What follows belongs to an exercise in optimizing a design on an open flow for small area, a short achievable clock period and few clock cycles; a production flow would make more cautious choices.
In this exercise RTL edits were held to simulation tests only and were not proved equivalent to the original.
Power is estimated from default activity; no workload was simulated.

$ cat config.mk
export PLATFORM = sky130hd
export DESIGN_NAME = gdc_dbuf
export DESIGN_NICKNAME = gdc_dbuf
export VERILOG_FILES = /design/flow/design.v
export SDC_FILE = /design/flow/constraint.sdc
export NUM_CORES = 4
export LEC_CHECK = 0
export CAP_MARGIN = 20
export CORE_MARGIN = 2
export CORE_UTILIZATION = 40
export PLACE_DENSITY = 0.6
export SLEW_MARGIN = 20
$ cat constraint.sdc
create_clock -name core_clock -period 45.0 [get_ports {clk}]
set_input_delay 9.0000 -clock core_clock [delete_from_list [all_inputs] [get_ports {clk}]]
set_output_delay 9.0000 -clock core_clock [all_outputs]
set_load 0.01 [all_outputs]
$ cat design.v
module gdc_dbuf (
    input  wire        clk,
    input  wire        rst,           
    input  wire        ep_valid,
    output wire        ep_ready,
    input  wire [31:0] ep_data,
    input  wire        in_valid,
    output wire        in_ready,
    input  wire [15:0] in_data,
    output reg         resp_valid,
    input  wire        resp_ready,
    output wire [31:0] resp_data,
    output reg         err_valid,
    output reg  [1:0]  err_cause,     
    output reg  [7:0]  err_opc
);
    localparam [7:0] OP_NOP      = 8'h00,
                     OP_ENCODE   = 8'h08,
                     OP_DECODE   = 8'h09,
                     OP_WRBLK    = 8'h10,
                     OP_RDSMP    = 8'h11,
                     OP_SETWH    = 8'h12,
                     OP_SETBD    = 8'h13,
                     OP_DRATIO   = 8'h14,
                     OP_DMS      = 8'h15;
    function [1:0] clamp_depth;
        input [31:0] r;
        begin
            if (r[31:4] != 28'd0)      clamp_depth = 2'd3;
            else if (r[3:0] <= 4'd5)   clamp_depth = 2'd0;
            else if (r[3:0] <= 4'd9)   clamp_depth = 2'd1;
            else if (r[3:0] <= 4'd13)  clamp_depth = 2'd2;
            else                       clamp_depth = 2'd3;
        end
    endfunction
    function [15:0] encode;
        input [15:0] s;
        input [1:0]  d;
        begin
            case (d)
                2'd0: encode = {8'h00, {4{s[15]}}, s[15:12]};
                2'd1: encode = {8'h00, s[15:8]};
                2'd2: encode = {{4{s[15]}}, s[15:4]};
                default: encode = s;
            endcase
        end
    endfunction
    function [15:0] decode;
        input [15:0] v;
        input [1:0]  d;
        begin
            case (d)
                2'd0: decode = {v[3:0], 12'h000};
                2'd1: decode = {v[7:0], 8'h00};
                2'd2: decode = {v[11:0], 4'h0};
                default: decode = v;
            endcase
        end
    endfunction
    function [1:0] add3;
        input [1:0] a;
        input [1:0] b;
        reg [2:0] s;
        begin
            s = a + b;
            add3 = (s >= 3'd3) ? s - 3'd3 : s[1:0];
        end
    endfunction
    reg [767:0] mem;                  
    reg [1:0]  depth;
    reg [6:0]  wh;
    reg [4:0]  wfade;
    reg [15:0] wr_left;               
    reg        wr_busy;               
    reg [15:0] o_reg;                 
    reg        ep_bv;                 
    reg [31:0] ep_w;
    reg        in_bv;                 
    reg [15:0] in_w;
    reg        ph_op;                 
    reg        k_enc, k_dec, k_rd, k_swh, k_dms;    
    reg [15:0] op_imm;                
    reg        resp_sx;               
    reg [15:0] resp_lo;
    assign resp_data = {{16{resp_sx}}, resp_lo};
    wire bps2 = depth[1];             
    wire [7:0]  h_opc  = ep_w[31:24];
    wire [15:0] h_imm  = ep_w[15:0];
    reg h_known, h_two, h_imm_used;
    always @(*) begin
        h_known = 1'b1; h_two = 1'b0; h_imm_used = 1'b0;
        case (h_opc)
            OP_NOP:    ;
            OP_ENCODE: begin h_two = 1'b1; h_imm_used = 1'b1; end
            OP_DECODE: begin h_two = 1'b1; h_imm_used = 1'b1; end
            OP_WRBLK:  h_imm_used = 1'b1;
            OP_RDSMP:  h_two = 1'b1;
            OP_SETWH:  h_two = 1'b1;
            OP_SETBD:  h_imm_used = 1'b1;
            OP_DRATIO: h_imm_used = 1'b1;
            OP_DMS:    h_two = 1'b1;
            default:   h_known = 1'b0;
        endcase
    end
    wire h_resv_bad = (ep_w[23:16] != 8'd0) || (!h_imm_used && h_imm != 16'd0);
    wire h_ok   = h_known && !h_resv_bad;
    wire h_wb   = h_ok && (h_opc == OP_WRBLK);
    wire h_sbd  = h_ok && (h_opc == OP_SETBD);
    wire h_dr   = h_ok && (h_opc == OP_DRATIO);
    reg [1:0]  m3;
    reg [63:0] m3t;                   
    integer j;
    always @(*) begin
        for (j = 0; j < 32; j = j + 1)
            m3t[2*j +: 2] = !ep_w[j] ? 2'd0 : (j % 2 == 0 || j == 31) ? 2'd1 : 2'd2;
        for (j = 0; j < 16; j = j + 1) m3t[2*j +: 2] = add3(m3t[4*j +: 2], m3t[4*j+2 +: 2]);
        for (j = 0; j < 8; j = j + 1)  m3t[2*j +: 2] = add3(m3t[4*j +: 2], m3t[4*j+2 +: 2]);
        for (j = 0; j < 4; j = j + 1)  m3t[2*j +: 2] = add3(m3t[4*j +: 2], m3t[4*j+2 +: 2]);
        for (j = 0; j < 2; j = j + 1)  m3t[2*j +: 2] = add3(m3t[4*j +: 2], m3t[4*j+2 +: 2]);
        m3 = add3(m3t[1:0], m3t[3:2]);
    end
    wire [1:0] l16m3 = (ep_w[3:0] % 3);
    wire [1:0] l32m3 = (ep_w[4:0] % 3);
    wire [1:0] k16 = add3(m3, (l16m3 == 2'd0) ? 2'd0 : (l16m3 == 2'd1) ? 2'd2 : 2'd1);
    wire [1:0] d32 = add3(m3, (l32m3 == 2'd0) ? 2'd0 : (l32m3 == 2'd1) ? 2'd2 : 2'd1);
    wire [1:0] k32 = (d32 == 2'd0) ? 2'd0 : (d32 == 2'd1) ? 2'd2 : 2'd1;
    wire [6:0] opa_wrapped = bps2 ? {1'b0, k16, ep_w[3:0]} : {k32, ep_w[4:0]};
    wire wr_last = wr_busy && (wr_left == 16'd1) && in_bv;
    wire writing = wr_busy && in_bv;
    wire op_resp = k_enc || k_dec || k_dms || k_rd;
    wire take_hdr = !ph_op && (
                      (h_opc == OP_WRBLK  && h_ok) ? (!wr_busy || wr_last) :
                      (h_opc == OP_SETBD  && h_ok) ? !wr_busy :
                      (h_opc == OP_DRATIO && h_ok) ? !resp_valid :
                      1'b1);
    wire take_op  = ph_op && !((k_rd || k_swh) && wr_busy) && !(op_resp && resp_valid);
    wire take     = ep_bv && (take_hdr || take_op);
    assign ep_ready = !ep_bv || take_hdr || take_op;
    assign in_ready = !in_bv || wr_busy;
    wire [6:0] wh_next = (wh == (bps2 ? 7'd47 : 7'd95)) ? 7'd0 : wh + 7'd1;
    wire       rd_cmd  = ph_op && k_rd && !wr_busy;
    wire [6:0] rd_slot = rd_cmd ? opa_wrapped : (writing ? wh_next : wh);
    wire [5:0] rd_word = bps2 ? rd_slot[5:0] : rd_slot[6:1];
    reg  [15:0] rd_w;
    integer r;
    always @(*) begin
        rd_w = 16'd0;
        for (r = 0; r < 48; r = r + 1)
            rd_w = rd_w | (mem[16*r +: 16] & {16{rd_word == r}});
    end
    wire [15:0] rd_raw = bps2 ? rd_w : {8'h00, rd_slot[0] ? rd_w[15:8] : rd_w[7:0]};
    wire [15:0] rd_sample = decode(rd_raw, depth);
    wire signed [16:0] bl_d = {o_reg[15], o_reg} - {in_w[15], in_w};
    wire signed [5:0]  bl_r = {1'b0, wfade};
    wire signed [21:0] bl_p = bl_d * bl_r;
    wire [19:0] bl_u = {1'b1, ~bl_p[21], bl_p[20:3]};
    reg [2*21*6-1:0] sfx;
    reg [15:0] bl_q;
    integer a, b;
    always @(*) begin
        sfx = {2*21*6{1'b0}};
        for (a = 0; a < 20; a = a + 1)
            sfx[2*a +: 2] = {1'b0, bl_u[a]};
        for (a = 0; a < 20; a = a + 1)
            sfx[2*(21+a) +: 2] = add3(sfx[2*a +: 2], {sfx[2*(a+1)], 1'b0});
        for (b = 1; b < 5; b = b + 1)
            for (a = 0; a < 20; a = a + 1)
                sfx[2*(21*(b+1)+a) +: 2] = (a + (1 << b) < 20) ?
                    add3(sfx[2*(21*b+a) +: 2], sfx[2*(21*b+a+(1 << b)) +: 2]) :
                    sfx[2*(21*b+a) +: 2];
        for (a = 0; a < 16; a = a + 1)
            bl_q[a] = (sfx[2*(21*5+a+1) +: 2] == 2'd2) ||
                      (sfx[2*(21*5+a+1) +: 2] == 2'd1 && bl_u[a]);
    end
    wire [15:0] wr_sample = (wfade != 5'd0) ? in_w + bl_q : in_w;
    wire [15:0] wr_code   = encode(wr_sample, depth);
    wire [5:0] wr_word = bps2 ? wh[5:0] : wh[6:1];
    wire       wr_lo   = writing && (bps2 || !wh[0]);
    wire       wr_hi   = writing && (bps2 ||  wh[0]);
    wire [7:0] wd_lo   = rst ? 8'h00 : wr_code[7:0];
    wire [7:0] wd_hi   = rst ? 8'h00 : (bps2 ? wr_code[15:8] : wr_code[7:0]);
    integer k;
    always @(posedge clk) begin
        for (k = 0; k < 48; k = k + 1) begin
            if (rst || (wr_lo && wr_word == k)) mem[16*k +: 8]     <= wd_lo;
            if (rst || (wr_hi && wr_word == k)) mem[16*k + 8 +: 8] <= wd_hi;
        end
    end
    wire [1:0]  opa_depth = clamp_depth(ep_w);
    wire [15:0] enc_code  = encode(op_imm, opa_depth);
    wire [15:0] dec_smp   = decode(op_imm, opa_depth);
    wire [1:0]  bd_new    = clamp_depth({16'd0, h_imm});
    wire [6:0]  wh_after_bd = (bd_new[1] && wh >= 7'd48) ? wh - 7'd48 : wh;
    wire [17:0] dr_3v     = {2'b00, h_imm} + {1'b0, h_imm, 1'b0};
    wire [6:0]  dr_val    = bps2 ? {1'b0, dr_3v[17:12]} : dr_3v[17:11];
    wire        ms_hi     = (ep_w[31:2] != 30'd0);
    wire [6:0]  ms_max    = bps2 ? 7'd47 : 7'd95;
    wire [6:0]  ms_val    = ms_hi ? ms_max :
                            (ep_w[1:0] == 2'd0) ? 7'd0 :
                            (ep_w[1:0] == 2'd1) ? 7'd44 :
                            (ep_w[1:0] == 2'd2) ? (bps2 ? 7'd47 : 7'd88) : ms_max;
    always @(posedge clk) begin
        if (rst) begin
            depth      <= 2'd3;
            wh         <= 7'd0;
            wfade      <= 5'd0;
            wr_left    <= 16'd0;
            wr_busy    <= 1'b0;
            ep_bv      <= 1'b0;
            in_bv      <= 1'b0;
            ph_op      <= 1'b0;
            resp_valid <= 1'b0;
            err_valid  <= 1'b0;
        end else begin
            err_valid <= 1'b0;
            if (resp_valid && resp_ready) resp_valid <= 1'b0;
            if (ep_ready) begin
                ep_bv <= ep_valid;
                ep_w  <= ep_data;
            end
            if (in_ready) begin
                in_bv <= in_valid;
                in_w  <= in_data;
            end
            if (writing) begin
                if (wfade != 5'd0) wfade <= wfade - 5'd1;
                wh      <= wh_next;
                wr_left <= wr_left - 16'd1;
                if (wr_left == 16'd1) wr_busy <= 1'b0;
            end
            if (take && !ph_op) begin
                if (!h_known) begin
                    err_valid <= 1'b1; err_cause <= 2'd1; err_opc <= h_opc;
                end else if (h_resv_bad) begin
                    err_valid <= 1'b1; err_cause <= 2'd2; err_opc <= h_opc;
                end
                if (h_known && h_two) ph_op <= 1'b1;
                k_enc  <= h_ok && (h_opc == OP_ENCODE);
                k_dec  <= h_ok && (h_opc == OP_DECODE);
                k_rd   <= h_ok && (h_opc == OP_RDSMP);
                k_swh  <= h_ok && (h_opc == OP_SETWH);
                k_dms  <= h_ok && (h_opc == OP_DMS);
                op_imm <= h_imm;
                if (h_wb && h_imm != 16'd0) begin
                    wr_left <= h_imm;
                    wr_busy <= 1'b1;
                end
                if (h_sbd && bd_new != depth) begin
                    depth <= bd_new;
                    wh    <= wh_after_bd;
                end
                if (h_dr) begin
                    resp_valid <= 1'b1;
                    resp_sx    <= 1'b0;
                    resp_lo    <= {9'd0, dr_val};
                end
            end
            if (take && ph_op) begin
                ph_op <= 1'b0;
                if (k_enc) begin
                    resp_valid <= 1'b1;
                    resp_sx    <= 1'b0;
                    resp_lo    <= enc_code;
                end
                if (k_dec) begin
                    resp_valid <= 1'b1;
                    resp_sx    <= dec_smp[15];
                    resp_lo    <= dec_smp;
                end
                if (k_rd) begin
                    resp_valid <= 1'b1;
                    resp_sx    <= rd_sample[15];
                    resp_lo    <= rd_sample;
                end
                if (k_dms) begin
                    resp_valid <= 1'b1;
                    resp_sx    <= 1'b0;
                    resp_lo    <= {9'd0, ms_val};
                end
                if (k_swh) begin
                    wh    <= opa_wrapped;
                    wfade <= 5'd24;
                end
            end
        end
    end
    always @(posedge clk) o_reg <= rd_sample;
endmodule
$ cat run.sh
#!/bin/bash
# synth_recipe.tcl (not shown) runs the flow's synth.tcl, then flattens the netlist and writes it again
# the make line also repeats each setting of config.mk as NAME=value (left out here)
make -C /OpenROAD-flow-scripts/flow DESIGN_CONFIG=/design/flow/config.mk WORK_HOME=/design/flow/orfs CLKGATE_MAP_FILE= SYNTH_SCRIPT=/design/flow/synth_recipe.tcl finish
==> results.txt <==
placer congestion estimate=0.971; clk latency of the worst-skew pair=between 0.7 and 0.8 ns; RSZ-0062 raised after global routing=false; endpoints failing hold=0; slowest stage cell, crit path=nor2_4; synth unique cells=around 100; number of DRC markers in iteration 0=5,296; I/O pin total=roughly 100; Post-CTS Hold Fix Bufs=0; Congestion Overflow GR=0; Chip Width=around 350 µm; Slew Limit Headroom=approximately 16%; EDFF count, synth=864; reg-to-reg slack, setup=about 28 ns; Pleak=about 21 nW; initial antenna violation count=5; critical path peak fanout=48; biggest regs=mem: 768 flops, ep_w: 32 flops; sequential group share of total power=36.1%; met1 wire length=66,100 µm; Wirelength per Cell=28.9 µm; Post-Syn Area per Cell=11.8 µm²; vias per cell=6.18; max incr delay on CP=0.92 ns; layout cell share with drive strength beyond 1=8.97%; outcome=no timing/DRC/antenna violations; Synth area leader=edfxtp_1; CP arrival=17.48 ns; DR top layer=met5; Largest register FFs=768; CTS Sinks=about 920; Inst Count DP=5,813; Post-Synthesis Cells=4,155; Int Pwr=1.85 mW; post-cts resize count=0; Worst Skew=~0.030 ns; CTS Buffer Depth=3; Clock Power Share=between 20 and 30%; critical path capture point type=flip-flop; row cnt=128; number of global-route vias before repair=34,968; Critical Path Most Common Cell=inv_1; CTS tree=done; Tcrit/Tclk final=38.1%; HP Class=flip-flop to flip-flop; placed cell area=0.0525 mm²; TritonRoute pass-1 iters=7; Synth Net Count=around 4,600; Synth area leaders=edfxtp_1 53%, ha_1 6.3%, fa_1 4.6%; nets=about 4,700; Worst setup SP type=flip-flop; DR WL met3=between 20,000 and 25,000 µm; Synth Warn #=1; kind of critical path=flip-flop to flip-flop; setup violators final=0; placed wire-length estimate=118,000 µm; pins over their slew limit=0; Final Power=~2.8 mW; maxcap violations=0; Reg clk slew, reported paths=roughly 0.06 ns; H-tree depth=3; wire length on met2=77,900 µm; Post-DRT Antenna Nets=0; Top delay family on crit path=adder cells; CTS buffer count=96; first-pass GRT wire length=247,000 µm; Post-Route WL=~170,000 µm; share of the synthesized area in the top cell type=52.9%; Sw Ratio=34.1%; post-synthesis sequential area ratio=a little under three fifths; PwrDens=50.2 mW/mm²; Worst EP required=about 45 ns; Port-buffer cells=98; CORE AREA=0.122 mm²; Die Height=roughly 350 µm; register with the most flip-flops=mem; Synth Flop Type=edfxtp_1; Gate power share=between 30% and 40%; Slew @ Worst Pin=1.27 ns; FF/Latch Area=~0.027 mm²; Design Area, Final=0.0558 mm²; fmax=58.4 MHz; largest net degree at the start of global routing=95; setup TNS=0 ns; die area=0.125 mm²; Max rail drop VDD=0.000266 V; WP buf/inv=11; fillers=10,975; NetSw=around 0.96 mW; effective utilization at floorplan=between 40 and 50%; # DRC=0; area of the multi-input gates=a little over 0.02 mm²; Syn Std Cell Area=0.0490 mm²; Final Non-Filler Cells=6,002; area grow syn2layout=13.9%; GRT Overall Usage=between 20% and 30%; postcts setup bufs=0; CTS root buf=clkbuf_16; Final Critical Period=17.14 ns; FF+latch count, synth=919; Vias=37,087; async set or reset register ratio after synthesis=0%
-- cell families (layout without fill, tap and decap cells) --
kind of cell / after synthesis / in the layout / synth area share, %
xor gates and xnor gates: 67 / 67 / 1.21
other: 0 / 7 / 0
adders and majority gates: 359 / 359 / 10.9
DFF: 919 / 919 / 55.2
muxes: 64 / 64 / 1.43
AOI/OAI and AO/OA: 1071 / 1071 / 15.2
and+or+nand+nor: 1181 / 1181 / 12.0
buffers and inverters: 494 / 709 / 4.05
-- cell usage in the layout (no fill, tap or decap), types with 28 or more instances in the layout --
cell type,Yosys,final
a22oi_1,127,127
o21ai_0,233,221
clkbuf_16,0,96
nand4_1,45,45
clkdlybuf4s50_1,0,97
nor3_1,65,59
dfxtp_1,55,54
a211oi_1,46,38
o211ai_1,30,30
ha_1,247,247
a21o_1,28,28
nor2b_1,77,77
nand3_1,108,108
nand2b_1,35,35
a22o_1,58,58
nor3b_1,33,33
edfxtp_1,864,864
inv_1,294,293
nor2_1,201,190
a32oi_1,31,31
a221oi_1,79,78
buf_4,22,129
fa_1,112,112
and2_1,63,63
xnor2_1,46,45
mux2i_1,46,46
a21oi_1,185,181
nand2_1,396,393
a222oi_1,29,29
-- power by group through the flow --
stage	clock (mW)	combinational [mW]	sequential, mW
after global routing	0.855	1.12	1.01
final	0.821	0.970	1.01
after CTS	0.825	0.981	1.01
after detailed placement	0	0.977	1.03
after global placement	0	0.922	1.03
after floorplan	0	0.714	1.02
-- per-stage QoR --
step	utilization (%)	hold WS (ns)	setup slack, ns
global placement	43.1	0.490	28.43
global route	45.8	0.521	26.27
detailed placement	43.1	0.487	28.00
CTS	45.8	0.502	27.83
floorplan	-	0.454	28.49
finish	45.9	0.514	27.86
-- cells in the mapped netlist, types with 63 or more instances --
cell type / count
a21oi_1: 185
a221oi_1: 79
a22oi_1: 127
and2_1: 63
clkbuf_1: 132
edfxtp_1: 864
fa_1: 112
ha_1: 247
inv_1: 294
nand2_1: 396
nand3_1: 108
nor2_1: 201
nor2b_1: 77
nor3_1: 65
o21ai_0: 233
-- final cells by class --
type	count	share of cell area [%]
sequential	919	48.5
multi-input combinational	2742	36.5
clock buffer	122	4.48
tap	1625	3.64
timing repair buffer	230	3.62
inverter	300	2.02
clock inverter	57	1.25
antenna	7	0.0314
-- routing by layer --
layer  vias to the layer above  global-route usage (%)
met4                         8                    12.3
met1                     18249                    35.2
met5                         -                   0.491
met2                      2327                    42.2
li1                      16012                       -
met3                       491                    7.21
-- final timing paths --
path | from | end | depth (start not counted)
max | in_w[1]$_DFFE_PP_ | mem[671]$_DFFE_PP_ | 69
min | ep_w[31]$_DFFE_PP_ | err_opc[7]$_DFFE_PP_ | 0
min reg2reg | ep_w[31]$_DFFE_PP_ | err_opc[7]$_DFFE_PP_ | 0
max reg2reg | in_w[1]$_DFFE_PP_ | mem[671]$_DFFE_PP_ | 69
-- worst register-to-register path, delay by kind of cell (launching register included) --
family / cells / cell delay, ns
compound gates: 25 / 5.21
buf+inv: 11 / 0.71
flops: 1 / 0.38
fa+ha+maj: 15 / 5.46
xor+xnor: 2 / 0.50
mux: 2 / 1.02
simple gates: 14 / 3.46
Testbench counts, summed over its fixed seeds: cycles 43,190.

==> separate check: timing with driven ports <==
How much do the figures lean on ideal ports? The routed layout below was timed once more, with nothing changed but the port constraints.
Step 1: set_driving_cell puts a clkbuf_16 on clk and a buf_2 on each other input, an assumption about the parent block.
Step 2, shift: input delay + t, output delay - t, t = (earliest + latest rising clock arrival at the registers) / 2. This alone moves slack from input paths to output paths.
Three values: no drivers, after step 1, after step 2; two values: the first two.
t, ns: 0.780
slack for setup (ns): 27.863 / 27.863 / 27.863
worst slew at a driven data input, ns: 0.07
After both steps this run still meets setup and hold. The setup slack of this run moves by 0.000 ns with the drivers and by 0.000 ns with both steps.
